This design comes from an exercise in tuning for small area, a short achievable clock period and few clock cycles per item on the open sky130 flow, not from production work.
Function was checked by simulation only, so behaviour that the tests miss may differ from the original.
Power and IR drop assume default switching activity.

== oak ==
// fxu
module fxu (
    input  wire        clk,
    input  wire        rst,           
    input  wire        in_valid,
    output reg         in_ready,
    input  wire [31:0] op_in,
    input  wire [64:0] a_in,
    input  wire [64:0] b_in,
    output reg         out_valid,
    output reg  [7:0]  code_out,      
    output reg  [64:0] r_out,         
    output reg         rs_out,        
    output reg  [6:0]  rw_out         
);
    localparam [7:0] C_OK      = 8'h00;
    localparam [7:0] C_RANGE   = 8'h01;
    localparam [7:0] C_DIVZERO = 8'h02;
    localparam [7:0] C_NEG     = 8'h03;
    localparam [7:0] C_WIDTH   = 8'h04;
    localparam [7:0] C_ILLEGAL = 8'h30;
    localparam [3:0] F_MAKE = 4'd0,  F_TOS = 4'd1,  F_TOU = 4'd2,  F_WIDEN = 4'd3,
                     F_NARROW = 4'd4, F_SHL = 4'd5, F_SHR = 4'd6,  F_ADD = 4'd7,
                     F_SUB = 4'd8,  F_MUL = 4'd9,  F_DIV = 4'd10, F_SQRT = 4'd11;
    localparam [4:0] S_IDLE = 5'd0,  S_EX   = 5'd1,  S_DAL_unused = 5'd2,  S_DIV  = 5'd3,
                     S_SQ   = 5'd4,  S_DN6  = 5'd5,  S_MUL  = 5'd6,  S_DN1  = 5'd7,
                     S_DN2  = 5'd8,  S_DN3  = 5'd9,  S_DN4  = 5'd10, S_DN5  = 5'd11,
                     S_DSU  = 5'd12, S_DQ1  = 5'd13, S_NEGR = 5'd14, S_SN1  = 5'd15,
                     S_SN2  = 5'd16, S_SN3  = 5'd17, S_MSW  = 5'd18,
                     S_ERR  = 5'd19, S_DPR  = 5'd21;
    localparam [1:0] A_HOLD = 2'd0, A_IN = 2'd1, A_T = 2'd2, A_ZERO = 2'd3;
    localparam [2:0] B_HOLD = 3'd0, B_IN = 3'd1, B_SH = 3'd2, B_SRF = 3'd3, B_SHL2 = 3'd4;
    localparam [2:0] R_HOLD = 3'd0, R_SRF = 3'd1, R_SH = 3'd2, R_T = 3'd3, R_QS = 3'd4,
                     R_MS = 3'd5, R_ZERO = 3'd6;
    reg [4:0]  state;
    reg [31:0] op_r;
    reg [64:0] a_r;
    reg [64:0] b_r;
    reg [6:0]  cnt;
    reg        prev;        
    reg        negq;        
    reg        multi_r;     
    reg [6:0]  weff_r;      
    wire [3:0] unit = op_r[31:28];
    wire [3:0] func = op_r[27:24];
    wire       sa   = op_r[23];
    wire [6:0] wa   = op_r[22:16];
    wire       sb   = op_r[15];
    wire [6:0] wb   = op_r[14:8];
    wire [6:0] n    = op_r[6:0];
    wire accept = in_valid && in_ready && !rst;
    function [64:0] hmask(input [6:0] w);
        integer i;
        begin
            for (i = 0; i < 65; i = i + 1)
  ...
clock: 12.0 ns
lec_check: 0
abc_clock_period_in_ps: 3000
cap_margin: 40
core_margin: 2
core_utilization: 30
place_density: 0.45
slew_margin: 40
tns_end_percent: 0
standard.sh (not shown) runs the stock make flow with config.mk's settings and CLKGATE_MAP_FILE= SYNTH_SCRIPT=/design/flow/synth_recipe.tcl, a recipe that flattens the netlist after the stock synthesis.
==> flow/flow/run.sh <==
#!/bin/bash
# The standard layout, with timing repair aiming well below the 12 ns clock:
# repair_timing keeps going until every path has this much setup slack (or
# gives up), which shortens the achieved period. Ports are buffered with the
# smallest buffer, which repair may upsize. Everything else, including
# synthesis, is the standard flow.
set -euo pipefail
bash standard.sh SETUP_SLACK_MARGIN=8 "BUFFER_PORTS_ARGS=-buffer_cell sky130_fd_sc_hd__buf_1" finish > standard_flow.log 2>&1
Testbench counts of oak, summed over its fixed seeds: cycles 31,959, items 4,800.
Changes in pine relative to oak:
--- a/flow/design.v
+++ b/flow/design.v
@@ -25,13 +25,14 @@
                      S_SQ   = 5'd4,  S_DN6  = 5'd5,  S_MUL  = 5'd6,  S_DN1  = 5'd7,
                      S_DN2  = 5'd8,  S_DN3  = 5'd9,  S_DN4  = 5'd10, S_DN5  = 5'd11,
                      S_DSU  = 5'd12, S_DQ1  = 5'd13, S_NEGR = 5'd14, S_SN1  = 5'd15,
                      S_SN2  = 5'd16, S_SN3  = 5'd17, S_MSW  = 5'd18,
                      S_ERR  = 5'd19, S_DPR  = 5'd21;
     localparam [1:0] A_HOLD = 2'd0, A_IN = 2'd1, A_T = 2'd2, A_ZERO = 2'd3;
-    localparam [2:0] B_HOLD = 3'd0, B_IN = 3'd1, B_SH = 3'd2, B_SRF = 3'd3, B_SHL2 = 3'd4;
+    localparam [2:0] B_HOLD = 3'd0, B_IN = 3'd1, B_SH = 3'd2, B_SRF = 3'd3, B_SHL1 = 3'd4,
+                     B_SHL2 = 3'd5, B_SHL3 = 3'd6;
     localparam [2:0] R_HOLD = 3'd0, R_SRF = 3'd1, R_SH = 3'd2, R_T = 3'd3, R_QS = 3'd4,
                      R_MS = 3'd5, R_ZERO = 3'd6;
     reg [4:0]  state;
     reg [31:0] op_r;
     reg [64:0] a_r;
     reg [64:0] b_r;
@@ -200,13 +201,13 @@
     wire [6:0] wa_i = op_in[22:16];
     wire [6:0] weff_i = (f_in == F_NARROW && n_i >= 7'd1 && n_i <= wa_i) ? n_i : wa_i;
     reg [1:0] sh_src;      
     reg       sh_dir;      
     reg [5:0] sh_amt;
     reg       add_inv;
-    reg       add_dbl;
+    reg       add_dbl;     
     reg       add_nz;      
     reg [64:0] sh_in, sh_x, sh_y, sh_out;
     integer k;
     always @(*) begin
         case (sh_src)
             2'd0:    sh_in = a_r;
@@ -216,14 +217,13 @@
         for (k = 0; k < 65; k = k + 1)
             sh_x[k] = sh_dir ? sh_in[64-k] : sh_in[k];
         sh_y = sh_x << ((state == S_DPR) ? dv_m1[5:0] : sh_amt);
         for (k = 0; k < 65; k = k + 1)
             sh_out[k] = sh_dir ? sh_y[64-k] : sh_y[k];
     end
-    wire [64:0] add_y = add_dbl ? {b_r[63:0], 1'b0} : b_r;
-    wire [64:0] T     = a_r + (add_y ^ {65{add_inv}}) + {64'd0, add_inv};
+    wire [64:0] T     = a_r + (b_r ^ {65{add_inv}}) + {64'd0, add_inv};
     wire        take  = ~T[64];
     reg        sr_en, sr_den, sr_take, sr_odd;
     reg [5:0]  sr_j;
     reg [33:0] dec;
     reg [64:0] srf;
     always @(*) begin
@@ -282,12 +282,13 @@
                     case (func)
                         F_MUL: begin
                             if (wb < wa) begin
                                 r_sel = R_SH; ns = S_MSW;
                             end else begin
                                 r_sel = R_SH; a_sel = A_ZERO; ns = S_MUL;
+                                if (bd_n[0]) b_sel = B_SHL1;
                                 rdy_n = a_last;
                             end
                         end
                         F_SQRT: begin
                             b_sel = B_SRF; sr_en = 1'b0; sr_den = 1'b1;
                             sr_j = sq_k; cnt_we = 1'b1; cnt_n = {1'b0, sq_k} - 7'd1;
@@ -349,13 +350,17 @@
             S_MSW: begin
                 b_sel = B_SH; a_sel = A_ZERO; ns = S_MUL;
                 rdy_n = mul_last;
             end
             S_MUL: begin
                 if (bd_nz) a_sel = A_T;
-                b_sel = B_SHL2;
+                case ({bd_n[0], add_dbl})
+                    2'b10:   b_sel = B_SHL3;
+                    2'b01:   b_sel = B_SHL1;
+                    default: b_sel = B_SHL2;
+                endcase
                 if (mul_last) begin
                     r_sel = bd_nz ? R_T : R_SH; fin = 1'b1; ns = S_IDLE;
                 end else begin
                     r_sel = R_MS; rdy_n = mul_last_nx;
                 end
             end
@@ -392,12 +397,13 @@
             dir_n = (f_in == F_SHR);
             amt_n = (f_in == F_SHL || f_in == F_SHR) ? op_in[5:0] : 6'd0;
             src_n = (f_in == F_MUL && op_in[14:8] < op_in[22:16]) ? 2'd1 : 2'd0;
         end else begin
             case (state)
                 S_EX: begin
+                    if (func == F_MUL && (wb < wa)) amt_n = {5'd0, booth(b_r[1], b_r[0], 1'b0) & 3'b001};
                     if (func == F_MUL && !(wb < wa)) begin
                         nz_n = bd_n[2]; inv_n = bd_n[1]; dbl_n = bd_n[0];
                     end
                     if (func == F_SQRT) inv_n = 1'b1;
                     if (func == F_DIV && !a_r[64] && !b_r[64]) src_n = 2'd1;
                 end
@@ -437,13 +443,15 @@
             default: ;
         endcase
         case (b_sel)
             B_IN:    b_r <= b_in;
             B_SH:    b_r <= sh_out;
             B_SRF:   b_r <= srf;
+            B_SHL1:  b_r <= {b_r[63:0], 1'b0};
             B_SHL2:  b_r <= {b_r[62:0], 2'b00};
+            B_SHL3:  b_r <= {b_r[61:0], 3'b000};
             default: ;
         endcase
         case (r_sel)
             R_SRF:   r_out <= srf;
             R_SH:    r_out <= sh_out;
             R_T:     r_out <= T;
Notes after the runs:
Relative to oak, total leakage power has decreased by 2.8% in pine. oak → pine: later-pin clock latency in the skew report roughly the same; part of the total power dissipated in combinational logic climbed 5.5 points; first-pass GRT wire length about even. pine gives less final-layout clock buffer total than oak did. Compared to oak, pine shows a narrower setup margin.
Testbench counts of pine, summed over its fixed seeds: cycles 31,959, items 4,800.

-- port drivers added, routing unchanged --
In the flow no input, the clock included, has a driving cell. The finished layouts below were timed again as built, in two steps.
Step 1 (the two cells are an assumption about what drives the block):
set clk [get_ports {clk}]
set_driving_cell -lib_cell sky130_fd_sc_hd__clkbuf_16 $clk
set_driving_cell -lib_cell sky130_fd_sc_hd__buf_2 [delete_from_list [all_inputs] $clk]
Step 2 times the ports against the registers' clock, not the clock port: input delays grow and output delays shrink by t, the midpoint of the rising clock arrivals with the driver on.
Three values: no drivers, after step 1, after step 2; two values: the first two.
| run | t, ns | slack for setup (ns) | worst setup path at the end | clock arrival spread, ns | worst data-port slew with drivers (ns) |
|---|---|---|---|---|---|
| oak | 0.734 | 7.143 / 7.143 / 6.634 | input to register | 0.089 / 0.089 | 0.12 |
| pine | 0.735 | 6.892 / 6.892 / 6.449 | input to register | 0.048 / 0.048 | 0.11 |
After both steps setup and hold are still met in every run listed. The setup slack of oak, which loses most, moves by 0.000 ns with the drivers and by -0.509 ns with both steps.
